From an optimization exercise on the open Yosys and OpenROAD flow, aimed at small area, a short achievable clock period and few clock cycles per item; shortcuts taken in it are not production practice. Function was checked by simulation only, so behaviour that the tests miss may differ from the original. The clock port is modelled as an ideal driver, which makes a skipped or thinned clock tree look cheaper than it is; a real chip needs a root buffer or a tree. Power and IR drop assume default switching activity.

## v33
// sfd_rx
module sfd_rx (
    input  wire        clk,
    input  wire        rst,
    input  wire        rx_valid,
    input  wire        rx_eof,
    input  wire [7:0]  rx_byte,
    output wire        rx_ready,
    output wire        dout_valid,
    output wire [7:0]  dout_byte,
    input  wire        dout_ready,
    output wire        ctl_valid,
    output wire [15:0] ctl_seq,
    output wire [7:0]  ctl_op,
    output wire [7:0]  ctl_dest,
    output wire [7:0]  ctl_byte,
    output wire        ctl_last,
    input  wire        ctl_ready,
    output wire        tx_valid,
    output wire [7:0]  tx_byte,
    input  wire        tx_ready,
    output wire        anom_opc,
    output wire        anom_eof,
    output wire        irq
);
make LEC_CHECK=0 ABC_AREA=1 CAP_MARGIN=20 CORE_MARGIN=2 CORE_UTILIZATION=40 PLACE_DENSITY=0.6 SETUP_SLACK_MARGIN=4.0 SLEW_MARGIN=20 finish   # period 6.0 ns
run.sh (not shown) runs the stock make flow with config.mk's settings and CLKGATE_MAP_FILE= SYNTH_SCRIPT=/design/flow/synth_recipe.tcl, a recipe that flattens the netlist after the stock synthesis.
Testbench counts of v33, summed over its fixed seeds: cycles 35,278, bytes 35,116.
Input-level comparison between v8 and v33:
Settings: clearing ABC_AREA, which used to be 1.
--- outcome ---
Worst slew margin relative to its limit, v33 and v8, higher one = v33. Compared with v33, in v8 wire length of the first global-routing pass moved up; leakage power of the design moved down; synthesized cell count moved down. sky130_fd_sc_hd__edfxtp_1 as the cell with the largest stage delay on the worst path was reported by v8, and sky130_fd_sc_hd__dfxtp_2 by v33. v8 against v33: post-synthesis cell area decreased about 0.9%, final non-filler cell area essentially unchanged, number of cells on the critical path decreased 17. Taking v33 as the reference, in v8 area growth from synthesis to layout rose 0.97 points; relative contribution of combinational cells to total power went up by 0.5 points. v8: done, clean on timing, DRC and antenna.
For v52, these inputs were changed with respect to v8:
Settings: SETUP_SLACK_MARGIN: 4.0 -> 3.5.
- What v52 reported for cell area has to be multiplied by 1.06 to get the figure for v8.
- STATUS post-place setup slack: v52 loses against v8
- Looking only at wire length on met3, and setting everything else aside, the lower value of v8 and v52 goes to v8.
- Lower overall routed net length was reported by v52, not v8.
Modified inputs, v9 compared to v52
Settings: SETUP_SLACK_MARGIN: 3.5 -> 4.0; CTS_BUF_LIST: unset -> sky130_fd_sc_hd__clkbuf_4 sky130_fd_sc_hd__clkbuf_8.
[summary]
- [diff] first-pass GRT wire length, v9 relative to v52: regression
- What v9 reported for cell leakage power has to be multiplied by 0.908 to get the figure for v52.
- v9 against v52: synthesized instance count barely changed; number of instances in the placed design barely changed.


Another version of the RTL of sfd_rx (not shown whole).
For scale: about 730 cells after synthesis, roughly 210 flip-flops, roughly 79 I/O pins.
Design sfd_rx, start of the top module:
module sfd_rx (
    input  wire        clk,
    input  wire        rst,
    input  wire        rx_valid,
    input  wire        rx_eof,
    input  wire [7:0]  rx_byte,
    output wire        rx_ready,
    output wire        dout_valid,
    output wire [7:0]  dout_byte,
    input  wire        dout_ready,
    output wire        ctl_valid,
    output wire [15:0] ctl_seq,
    output wire [7:0]  ctl_op,
    output wire [7:0]  ctl_dest,
    output wire [7:0]  ctl_byte,
    output wire        ctl_last,
    input  wire        ctl_ready,
    output wire        tx_valid,
    output wire [7:0]  tx_byte,
    input  wire        tx_ready,
    output wire        anom_opc,
    output wire        anom_eof,
    output wire        irq
);
==> flow/config.mk <==
export PLATFORM = sky130hd
export DESIGN_NAME = sfd_rx
export DESIGN_NICKNAME = sfd_rx
export VERILOG_FILES = /design/flow/design.v
export SDC_FILE = /design/flow/constraint.sdc
export NUM_CORES = 4
export LEC_CHECK = 0
export CAP_MARGIN = 20
export CORE_MARGIN = 2
export CORE_UTILIZATION = 50
export PLACE_DENSITY = 0.7
export SETUP_SLACK_MARGIN = 3.8
export SLEW_MARGIN = 20
==> flow/constraint.sdc <==
create_clock -name core_clock -period 6.0 [get_ports {clk}]
set_input_delay 1.2000 -clock core_clock [delete_from_list [all_inputs] [get_ports {clk}]]
set_output_delay 1.2000 -clock core_clock [all_outputs]
set_load 0.01 [all_outputs]
standard.sh (not shown) runs the stock make flow with config.mk's settings and CLKGATE_MAP_FILE= SYNTH_SCRIPT=/design/flow/synth_recipe.tcl, a recipe that flattens the netlist after the stock synthesis.
==> flow/flow/run.sh <==
#!/bin/bash
set -euo pipefail
here=$(pwd)
bash standard.sh \
  "PRE_CTS_TCL=$here/flow/clock_tree.tcl" \
  'BUFFER_PORTS_ARGS=-buffer_cell sky130_fd_sc_hd__buf_2' \
  finish > standard.log 2>&1
==> flow/flow/clock_tree.tcl <==
# flip-flops per leaf buffer, and the most root buffers the port drives
set ::LEAF_SIZE 20.0
set ::ROOTS 4

proc bisect {pts np} {
  if {$np <= 1} { return [list $pts] }
  set xs {}; set ys {}
  foreach p $pts { lappend xs [lindex $p 0]; lappend ys [lindex $p 1] }
  set xs [lsort -real $xs]; set ys [lsort -real $ys]
  set dx [expr {[lindex $xs end] - [lindex $xs 0]}]
  set dy [expr {[lindex $ys end] - [lindex $ys 0]}]
  set ix [expr {$dx >= $dy ? 0 : 1}]
  set srt [lsort -real -index $ix $pts]
  set nl [expr {$np / 2}]
  set cut [expr {int(round([llength $pts] * double($nl) / $np))}]
  return [concat [bisect [lrange $srt 0 [expr {$cut - 1}]] $nl] \
                 [bisect [lrange $srt $cut end] [expr {$np - $nl}]]]
}

proc centroid {grp} {
  set sx 0.0; set sy 0.0
  foreach p $grp { set sx [expr {$sx + [lindex $p 0]}]; set sy [expr {$sy + [lindex $p 1]}] }
  set m [llength $grp]
  return [list [expr {$sx / $m}] [expr {$sy / $m}]]
}

set block [ord::get_db_block]
set clknet [$block findNet clk]
set sinks [$clknet getITerms]
set n [llength $sinks]
set K [expr {max(1, int(ceil($n / $::LEAF_SIZE)))}]
set R [expr {min($::ROOTS, $K)}]
puts "manual clock tree: $n sinks, $K leaf buffers, $R root buffers"

set pts {}
set i 0
foreach it $sinks {
  set b [[$it getInst] getBBox]
  lappend pts [list [expr {([$b xMin] + [$b xMax]) / 2.0}] [expr {([$b yMin] + [$b yMax]) / 2.0}] $i]
  incr i
}
set leaves [bisect $pts $K]
set lpts {}
set k 0
foreach g $leaves { lappend lpts [concat [centroid $g] $k]; incr k }
set roots [bisect $lpts $R]

set master [[ord::get_db] findMaster sky130_fd_sc_hd__clkbuf_16]
set rootnets {}
set r 0
foreach rg $roots {
  set ri [odb::dbInst_create $block $master clkbuf_root_$r]
  set rn [odb::dbNet_create $block clknet_root_$r]
  $rn setSigType CLOCK
  set c [centroid $rg]
  $ri setLocation [expr {int([lindex $c 0])}] [expr {int([lindex $c 1])}]
  $ri setPlacementStatus PLACED
  [$ri findITerm A] connect $clknet
  [$ri findITerm X] connect $rn
  foreach lp $rg {
    set k [lindex $lp 2]
    set g [lindex $leaves $k]
    set bi [odb::dbInst_create $block $master clkbuf_leaf_$k]
    set net [odb::dbNet_create $block clknet_leaf_$k]
    $net setSigType CLOCK
    $bi setLocation [expr {int([lindex $lp 0])}] [expr {int([lindex $lp 1])}]
    $bi setPlacementStatus PLACED
    [$bi findITerm A] connect $rn
    [$bi findITerm X] connect $net
    foreach p $g {
      set it [lindex $sinks [lindex $p 2]]
      $it disconnect
      $it connect $net
    }
    puts "leaf $k (root $r): [llength $g] flip-flops"
  }
  incr r
}
set_propagated_clock [all_clocks]

rename clock_tree_synthesis orfs_clock_tree_synthesis
proc clock_tree_synthesis {args} {
  puts "clock_tree_synthesis skipped: the clock tree was built by clock_tree.tcl"
}
The starting point went through all stages and came out clean.
Testbench counts at the start, summed over its fixed seeds: cycles 35,278, bytes 35,116.
Rerun with:
--- a/flow/config.mk
+++ b/flow/config.mk
@@ -10,3 +10,5 @@
-export CORE_UTILIZATION = 50
-export PLACE_DENSITY = 0.7
-export SETUP_SLACK_MARGIN = 3.8
+export CORE_UTILIZATION = 60
+export CTS_CLUSTER_DIAMETER = 80
+export CTS_CLUSTER_SIZE = 30
+export PLACE_DENSITY = 0.75
+export SETUP_SLACK_MARGIN = 4.0
Result: The changed run finished clean; cell area went up by about 3.5%; flip-flop and latch count stays the same; setup slack improves by 14 ps; sequential share of layout area drops by 1.8 points; register-to-register slack improved by 140 ps; fmax went up by 0.68%; global-route usage rises by 3.6 points; wire length is higher by 5.6%; total power rose by about 0.7%; via count rises by 5.5%; hold slack barely changes.
Rerun with:
--- a/flow/flow/run.sh
+++ b/flow/flow/run.sh
@@ -4,0 +5 @@
+  'CTS_ARGS=-clk_nets clk' \
--- a/flow/flow/clock_tree.tcl
+++ b/flow/flow/clock_tree.tcl
@@ -80,5 +79,0 @@
-
-rename clock_tree_synthesis orfs_clock_tree_synthesis
-proc clock_tree_synthesis {args} {
-  puts "clock_tree_synthesis skipped: the clock tree was built by clock_tree.tcl"
-}
--- a/flow/config.mk
+++ b/flow/config.mk
@@ -14 +14 @@
-export SETUP_SLACK_MARGIN = 4.0
+export SETUP_SLACK_MARGIN = 3.8
Result: Wire length goes down by about 0.5%. Global-route usage increases by 0.88 points. Sequential power is about the same. Cell area came out lower by about 0.3%. Core utilization fell by 0.22 points. Synthesized area is unchanged. Power increases by about 5%. Clock power rises by 14%.
Rerun with:
--- a/flow/flow/run.sh
+++ b/flow/flow/run.sh
@@ -5 +4,0 @@
-  'CTS_ARGS=-clk_nets clk' \
--- a/flow/flow/clock_tree.tcl
+++ b/flow/flow/clock_tree.tcl
@@ -79,0 +80,5 @@
+
+rename clock_tree_synthesis orfs_clock_tree_synthesis
+proc clock_tree_synthesis {args} {
+  puts "clock_tree_synthesis skipped: the clock tree was built by clock_tree.tcl"
+}
Outcome:
- The new run completed without violations
- setup slack gains 230 ps
- hold slack loses 7.6 ps
- power went down by a few percent
- cell area went down by a few percent
- global-route usage went down by 0.84 points
Rerun with:
--- a/flow/config.mk
+++ b/flow/config.mk
@@ -10,4 +10,2 @@
-export CORE_UTILIZATION = 60
-export CTS_CLUSTER_DIAMETER = 80
-export CTS_CLUSTER_SIZE = 30
-export PLACE_DENSITY = 0.75
+export CORE_UTILIZATION = 70
+export PLACE_DENSITY = 0.8
Outcome: The changed run ran to the end with no violations; sequential share of layout area increases by 0.17 points; worst setup slack loses 75 ps; cell count decreases by 1.4%; final area barely changes.
In the first, second, fourth and fifth runs of this note the design's own scripts or RTL, not TritonCTS, make the clock network.

-- separate check: timing with driven ports --
The results above use ideal ports. As a check the final layouts listed here were re-extracted and re-timed, cells and wires unchanged. Step 1, drivers: a clkbuf_16 drives clk and a buf_2 each remaining input, both assumed. Step 2 moves the port delays by t, midway between the first and last clock arrival at a register: inputs arrive t later, outputs are due t later. That takes back most of the time a late clock gives input paths. a / b / c = ideal / step 1 / step 2; a / b = the first two.
run | shift t [ns] | slack for setup (ns) | worst setup path after step 2 | worst slew at a driven data input, ns | cell pins on the clock port's net
v33 | 0.535 | 3.690 / 3.652 / 3.298 | input to register | 0.05 | 1
v8 | 0.541 | 3.694 / 3.648 / 3.443 | input to register | 0.04 | 1
v52 | 0.535 | 3.546 / 3.500 / 3.034 | input to register | 0.03 | 1
v9 | 0.558 | 3.659 / 3.615 / 3.439 | input to register | 0.03 | 1
the first run of note 2 | 0.376 | 3.899 / 3.811 / 3.588 | input to register | 0.04 | 4
the second run of note 2 | 0.369 | 3.913 / 3.824 / 3.657 | input to register | 0.03 | 4
the third run of note 2 | 0.583 | 3.673 / 3.628 / 3.285 | input to register | 0.04 | 1
the fourth run of note 2 | 0.366 | 3.900 / 3.812 / 3.640 | input to register | 0.04 | 4
the fifth run of note 2 | 0.370 | 3.825 / 3.733 / 3.546 | input to register | 0.03 | 4
After both steps every run listed still meets setup and hold. For v52, which loses most, drivers alone change the setup slack by -0.046 ns; drivers and shift together by -0.512 ns.
